From an optimization exercise on the open Yosys and OpenROAD flow, aimed at small area, a short achievable clock period and few clock cycles per item; shortcuts taken in it are not production practice. Only simulation tests tie the RTL to the original design; equivalence was not proved. No activity file was given, so power comes from the tool's default toggle rates.

## oak
==> flow/design.v (excerpt) <==
module hdrs_enc (
    input  wire        clk,
    input  wire        rst,
    input  wire        cmd_valid,
    output wire        cmd_ready,
    input  wire        cmd_op,         
    input  wire        cmd_crc_init,   
    input  wire [4:0]  cmd_nsym,
    input  wire [2:0]  cmd_t4,
    input  wire [6:0]  cmd_t8,
    input  wire        sym_valid,
    output wire        sym_ready,
    input  wire [31:0] sym_data,
    output wire        out_valid,
    input  wire        out_ready,
    output wire [7:0]  out_data,
    output wire        done,
    output wire        done_err,
    output wire [4:0]  done_count,
    output wire [6:0]  done_bytes,
    output wire [31:0] done_crc
);
For scale: ~4,500 cells after synthesis, about 110 I/O pins, roughly 0.048 mm2 of cells after synthesis.
Settings: LEC_CHECK=0, ABC_CLOCK_PERIOD_IN_PS=4000, CAP_MARGIN=20, CORE_MARGIN=2, CORE_UTILIZATION=65, PLACE_DENSITY=0.75, SETUP_SLACK_MARGIN=5, SLEW_MARGIN=20, TNS_END_PERCENT=20; clock period 9.0 ns.
run.sh (not shown) runs the stock make flow with config.mk's settings and CLKGATE_MAP_FILE= SYNTH_SCRIPT=/design/flow/synth_recipe.tcl, a recipe that flattens the netlist after the stock synthesis.
Testbench counts of oak, summed over its fixed seeds: cycles 14,036, symbols 9,235.
> inputs changed (oak -> pine)
==> flow/flow/run.sh (new file) <==
#!/bin/bash
# The standard layout, with adders left to ABC as plain gates instead of mapped to
# the platform's full/half adder cells (ADDER_MAP_FILE empty). Synthesis is otherwise
# the standard one, so the registers are the standard synthesis's.
set -euo pipefail
bash standard.sh ADDER_MAP_FILE= finish > standard.log 2>&1
==> flow/standard.sh (new file) <==
#!/bin/bash
# synth_recipe.tcl (not shown) runs the flow's synth.tcl, then flattens the netlist and writes it again
# the make line also repeats each setting of config.mk as NAME=value (left out here)
make -C /OpenROAD-flow-scripts/flow DESIGN_CONFIG=/design/flow/config.mk WORK_HOME=/design/flow/orfs CLKGATE_MAP_FILE= SYNTH_SCRIPT=/design/flow/synth_recipe.tcl "${@:-finish}"
removed: flow/run.sh
==> comparison <==
pine did not stop at any stage, and its layout met the timing, DRC and antenna checks. Measured against each other, pine and oak differ in post-route cell area, the higher figure coming from oak. Of pine and oak, the run reporting the higher antenna cell count was oak. Looking at critical path depth, pine sits 5 below oak. Taking oak as the reference point, the clock-net power of pine falls by about 2%.

---

hdrs_enc, a different RTL version from the one above (not shown whole).
Size: ~4500 cells after synthesis, about 980 flip-flops, roughly 110 I/O pins.
==> flow/config.mk <==
export PLATFORM = sky130hd
export DESIGN_NAME = hdrs_enc
export DESIGN_NICKNAME = hdrs_enc
export VERILOG_FILES = /design/flow/design.v
export SDC_FILE = /design/flow/constraint.sdc
export NUM_CORES = 4
export LEC_CHECK = 0
export ABC_CLOCK_PERIOD_IN_PS = 2500
export CAP_MARGIN = 20
export CORE_MARGIN = 2
export CORE_UTILIZATION = 65
export PLACE_DENSITY = 0.75
export SETUP_SLACK_MARGIN = 5
export SLEW_MARGIN = 20
export TNS_END_PERCENT = 20
==> flow/constraint.sdc <==
create_clock -name core_clock -period 9.0 [get_ports {clk}]
set_input_delay 1.8000 -clock core_clock [delete_from_list [all_inputs] [get_ports {clk}]]
set_output_delay 1.8000 -clock core_clock [all_outputs]
set_load 0.01 [all_outputs]
standard.sh (not shown) runs the stock make flow with config.mk's settings and CLKGATE_MAP_FILE= SYNTH_SCRIPT=/design/flow/synth_recipe.tcl, a recipe that flattens the netlist after the stock synthesis.
==> flow/flow/run.sh <==
#!/bin/bash
# The standard layout, with adders left to ABC as plain gates instead of mapped to
# the platform's full/half adder cells (ADDER_MAP_FILE empty). Synthesis is otherwise
# the standard one, so the registers are the standard synthesis's.
set -euo pipefail
bash standard.sh ADDER_MAP_FILE= finish > standard.log 2>&1
The baseline went through all stages and came out clean.
Testbench counts at the start, summed over its fixed seeds: cycles 13,589, symbols 9,235.
Next try:
==> flow/run.sh (new file) <==
#!/bin/bash
# synth_recipe.tcl (not shown) runs the flow's synth.tcl, then flattens the netlist and writes it again
# the make line also repeats each setting of config.mk as NAME=value (left out here)
make -C /OpenROAD-flow-scripts/flow DESIGN_CONFIG=/design/flow/config.mk WORK_HOME=/design/flow/orfs CLKGATE_MAP_FILE= SYNTH_SCRIPT=/design/flow/synth_recipe.tcl finish
Settings changed: ABC_CLOCK_PERIOD_IN_PS 2500 to 4000.
removed: flow/flow/run.sh
removed: flow/standard.sh
After rerunning: The changed run ran to the end with no violations; via count went up by 4.0%; wire length came out higher by about 10%; cell area climbs by 1.9%; total power decreases by 1.4%; worst hold slack gets worse by 0.0055 ns; non-clock buffer count came out lower by 15; first-iteration DRC count rises by 7.4%; synthesized cell count stays flat; global-route usage went up by 2.1 points; die area goes up by about 1.1%; critical path depth came out higher by 5.
Next try:
==> flow/flow/run.sh (new file) <==
#!/bin/bash
# The standard layout, with adders left to ABC as plain gates instead of mapped to
# the platform's full/half adder cells (ADDER_MAP_FILE empty). Synthesis is otherwise
# the standard one, so the registers are the standard synthesis's.
set -euo pipefail
bash standard.sh ADDER_MAP_FILE= finish > standard.log 2>&1
==> flow/standard.sh (new file) <==
#!/bin/bash
# synth_recipe.tcl (not shown) runs the flow's synth.tcl, then flattens the netlist and writes it again
# the make line also repeats each setting of config.mk as NAME=value (left out here)
make -C /OpenROAD-flow-scripts/flow DESIGN_CONFIG=/design/flow/config.mk WORK_HOME=/design/flow/orfs CLKGATE_MAP_FILE= SYNTH_SCRIPT=/design/flow/synth_recipe.tcl "${@:-finish}"
Settings changed: ABC_CLOCK_PERIOD_IN_PS 4000 to 3000.
removed: flow/run.sh
Wire length falls by 9.6%.
Sequential power rises by about 0.8%.
Cell area drops by 1.8%.
Die area decreases by 1.1%.
Maximum frequency went down by 2.5%.
Next try:
Settings changed: ABC_CLOCK_PERIOD_IN_PS 3000 to 4000.
Result:
- sequential share of layout area stays the same
- final cell count does not change
- global-route usage does not change
- setup slack stays the same
- clock power stays flat
- synthesized cell count does not change
- clock skew is unchanged
- sequential power barely changes
- maximum frequency is unchanged
- clock-buffer cell count does not change

==> separate check: timing with driven ports <==
How much do the figures lean on ideal ports? The routed layouts below were timed once more, with nothing changed but the port constraints. Step 1 assumes that a clkbuf_16 drives the clock port and a buf_2 every other input. Step 2 times the ports against the registers' clock, not the clock port: input delays grow and output delays shrink by t, the midpoint of the rising clock arrivals with the driver on. Slacks: no drivers / after step 1 / after step 2; pairs: no drivers / after step 1.
run | t, ns | setup WS [ns] | slew at the worst register clock pin (ns) | worst data-port slew with drivers (ns) | pins driven straight from the clock port
oak | 0.726 | 5.076 / 5.076 / 4.497 | 0.07 / 0.07 | 0.11 | 1
pine | 0.724 | 4.983 / 4.913 / 4.640 | 0.06 / 0.06 | 0.06 | 1
the first run of note 2 | 0.733 | 4.912 / 4.844 / 4.336 | 0.07 / 0.07 | 0.04 | 1
the second run of note 2 | 0.740 | 5.014 / 5.058 / 4.322 | 0.07 / 0.07 | 0.06 | 1
the third run of note 2 | 0.733 | 4.912 / 4.844 / 4.336 | 0.07 / 0.07 | 0.04 | 1
the fourth run of note 2 | 0.733 | 4.912 / 4.844 / 4.336 | 0.07 / 0.07 | 0.04 | 1
After both steps every run listed still meets setup and hold. For the second run of note 2, which loses most, drivers alone change the setup slack by +0.044 ns; drivers and shift together by -0.692 ns.
